This design comes from an exercise in tuning for small area, a short achievable clock period and few clock cycles on the open sky130 flow, not from production work. In this exercise RTL edits were held to simulation tests only and were not proved equivalent to the original. Power is estimated from default activity; no workload was simulated.

## tans_enc
module tans_enc (
    input  wire        clk,
    input  wire        rst,         
    input  wire        in_valid,
    output wire        in_ready,
    input  wire        in_init,     
    input  wire [7:0]  in_sym,
    input  wire [4:0]  in_lane,
    output wire        t_rd,
    output wire [7:0]  t_addr,
    input  wire [11:0] t_freq,
    input  wire [11:0] t_cum,
    output reg         w_valid,
    output wire [15:0] w_data,
    output wire        idle,
    output reg         sym_err,     
    output reg  [7:0]  err_sym,     
    input  wire [4:0]  x_lane,
    output wire [26:0] x_out
);
    localparam LOG2M = 11;
    localparam [26:0] M = 27'd1 << LOG2M;
    localparam integer S = 4;
    localparam R4 = 1;                
    function integer nb;
        input integer k;
        begin
            case (k)
            1: nb = 4;
            2: nb = 4;
            3: nb = 4;
            4: nb = 4;
            default: nb = 0;
            endcase
        end
    endfunction
    function [27:0] dstep;
        input [11:0] r;
        input [15:0] dq;
        input [11:0] f;
        reg   [12:0] t;
        reg   [13:0] d;
        begin
            t = {r, dq[15]};
            d = {1'b0, t} - {2'b00, f};
            if (!d[13]) dstep = {d[11:0], dq[14:0], 1'b1};
            else        dstep = {t[11:0], dq[14:0], 1'b0};
        end
    endfunction
    function [27:0] dstep4;
        input [11:0] r;
        input [15:0] dq;
        input [11:0] f;
        input [13:0] f3;
        reg   [13:0] t;
        reg   [14:0] d1, d2, d3;
        begin
            t  = {r, dq[15:14]};
            d1 = {1'b0, t} - {3'b000, f};
            d2 = {1'b0, t} - {2'b00, f, 1'b0};
            d3 = {1'b0, t} - {1'b0, f3};
            if (!d3[14])      dstep4 = {d3[11:0], dq[13:0], 2'b11};
            else if (!d2[14]) dstep4 = {d2[11:0], dq[13:0], 2'b10};
            else if (!d1[14]) dstep4 = {d1[11:0], dq[13:0], 2'b01};
            else              dstep4 = {t[11:0],  dq[13:0], 2'b00};
        end
    endfunction
    reg  [27*32-1:0] xs;                 
    reg        v1;
    reg [4:0]  lane1;
    reg [7:0]  sym1;
    reg [S:1]      vd;
    reg [5*S-1:0]  laned;
  ...
Size in the first run: roughly 4400 cells after synthesis, about 1200 flip-flops, about 0.056 mm² of cells after synthesis.
Settings: LEC_CHECK=0, CAP_MARGIN=20, CORE_MARGIN=2, CORE_UTILIZATION=40, SETUP_SLACK_MARGIN=3.5, SLEW_MARGIN=20; clock period 10.0 ns.
run.sh (not shown) runs the stock make flow with config.mk's settings and CLKGATE_MAP_FILE= SYNTH_SCRIPT=/design/flow/synth_recipe.tcl, a recipe that flattens the netlist after the stock synthesis.
Testbench counts at the start, summed over its fixed seeds: cycles 5,190.
==> next run, changes <==
SETUP_SLACK_MARGIN = 3.0   (was 3.5)
What happened: Worst setup slack gets worse by 0.45 ns; first-iteration DRC count falls by about 1.6%; area after synthesis is unchanged; sequential power hardly moves.
==> next run, changes <==
CTS_CLUSTER_DIAMETER = 120   (was default)
CTS_CLUSTER_SIZE = 22   (was default)
SETUP_SLACK_MARGIN = 3.5   (was 3.0)
Effect:
- hold slack is better by 0.033 ns
- combinational power hardly moves
- cell area goes down slightly
- sequential power hardly moves
- critical path depth increases by 2
- synthesized cell count stays the same
- worst setup slack gets better by 0.48 ns
- count of clock-buffer cells in the layout goes down by 49
- cell count shrinks slightly
- synthesized area stays the same
==> next run, changes <==
CTS_CLUSTER_DIAMETER = default   (was 120)
CTS_CLUSTER_SIZE = default   (was 22)
SETUP_SLACK_MARGIN = default   (was 3.5)
Outcome:
- The changed run produced a clean layout
- count of clock-buffer cells in the layout is higher by 49
- setup slack is worse by 1.7 ns
- sequential cell count stays the same
- routed wire length is lower by 1.7%
- global-route usage is lower by 0.41 points
- core utilization is higher by 0.11 points
==> next run, changes <==
CORE_UTILIZATION = 55   (was 40)
CTS_CLUSTER_DIAMETER = 120   (was default)
CTS_CLUSTER_SIZE = 22   (was default)
PLACE_DENSITY = 0.7   (was default)
SETUP_SLACK_MARGIN = 3.5   (was default)
Outcome: The changed run completed with no timing, DRC or antenna violations; area after synthesis does not change; worst setup slack gets better by 1.7 ns; routed wire length falls by 3.6%.
==> next run, changes <==
CORE_UTILIZATION = 40   (was 55)
CTS_CLUSTER_DIAMETER = default   (was 120)
CTS_CLUSTER_SIZE = default   (was 22)
PLACE_DENSITY = default   (was 0.7)
SETUP_SLACK_MARGIN = 4.0   (was 3.5)
Effect: Clock power is higher by about 56%; via count is higher by about 3.3%; sequential power is higher by about 0.5%; design area is higher by 8.6%; cell count is higher by 12%; fmax is higher by 3.2%; clock skew is higher by 0.038 ns; worst hold slack loses 0.041 ns; register-to-register slack gains 0.35 ns.

static timing again, ports no longer ideal:
No port has a modelled driver above. Below, the same layouts with a new extraction and two added sets of constraints.
Step 1, drivers: a clkbuf_16 drives clk and a buf_2 each remaining input, both assumed.
Step 2 times the ports against the registers' clock, not the clock port: input delays grow and output delays shrink by t, the midpoint of the rising clock arrivals with the driver on.
Slacks: ideal ports / drivers / drivers and shift; pairs: ideal ports / drivers.
| run | t (ns) | setup WS [ns] | latest minus earliest clock arrival (ns) |
|---|---|---|---|
| the first run | 0.823 | 3.480 / 3.450 / 2.724 | 0.092 / 0.092 |
| the second run | 0.818 | 3.034 / 2.981 / 2.457 | 0.087 / 0.087 |
| the third run | 0.770 | 3.513 / 3.491 / 2.779 | 0.064 / 0.065 |
| the fourth run | 0.820 | 1.775 / 1.723 / 1.479 | 0.086 / 0.086 |
| the fifth run | 0.734 | 3.502 / 3.443 / 3.443 | 0.042 / 0.041 |
| the sixth run | 0.817 | 3.706 / 3.666 / 3.194 | 0.081 / 0.080 |
After both steps setup and hold are still met in every run listed. For the first run, which loses most, drivers alone change the setup slack by -0.030 ns; drivers and shift together by -0.756 ns.
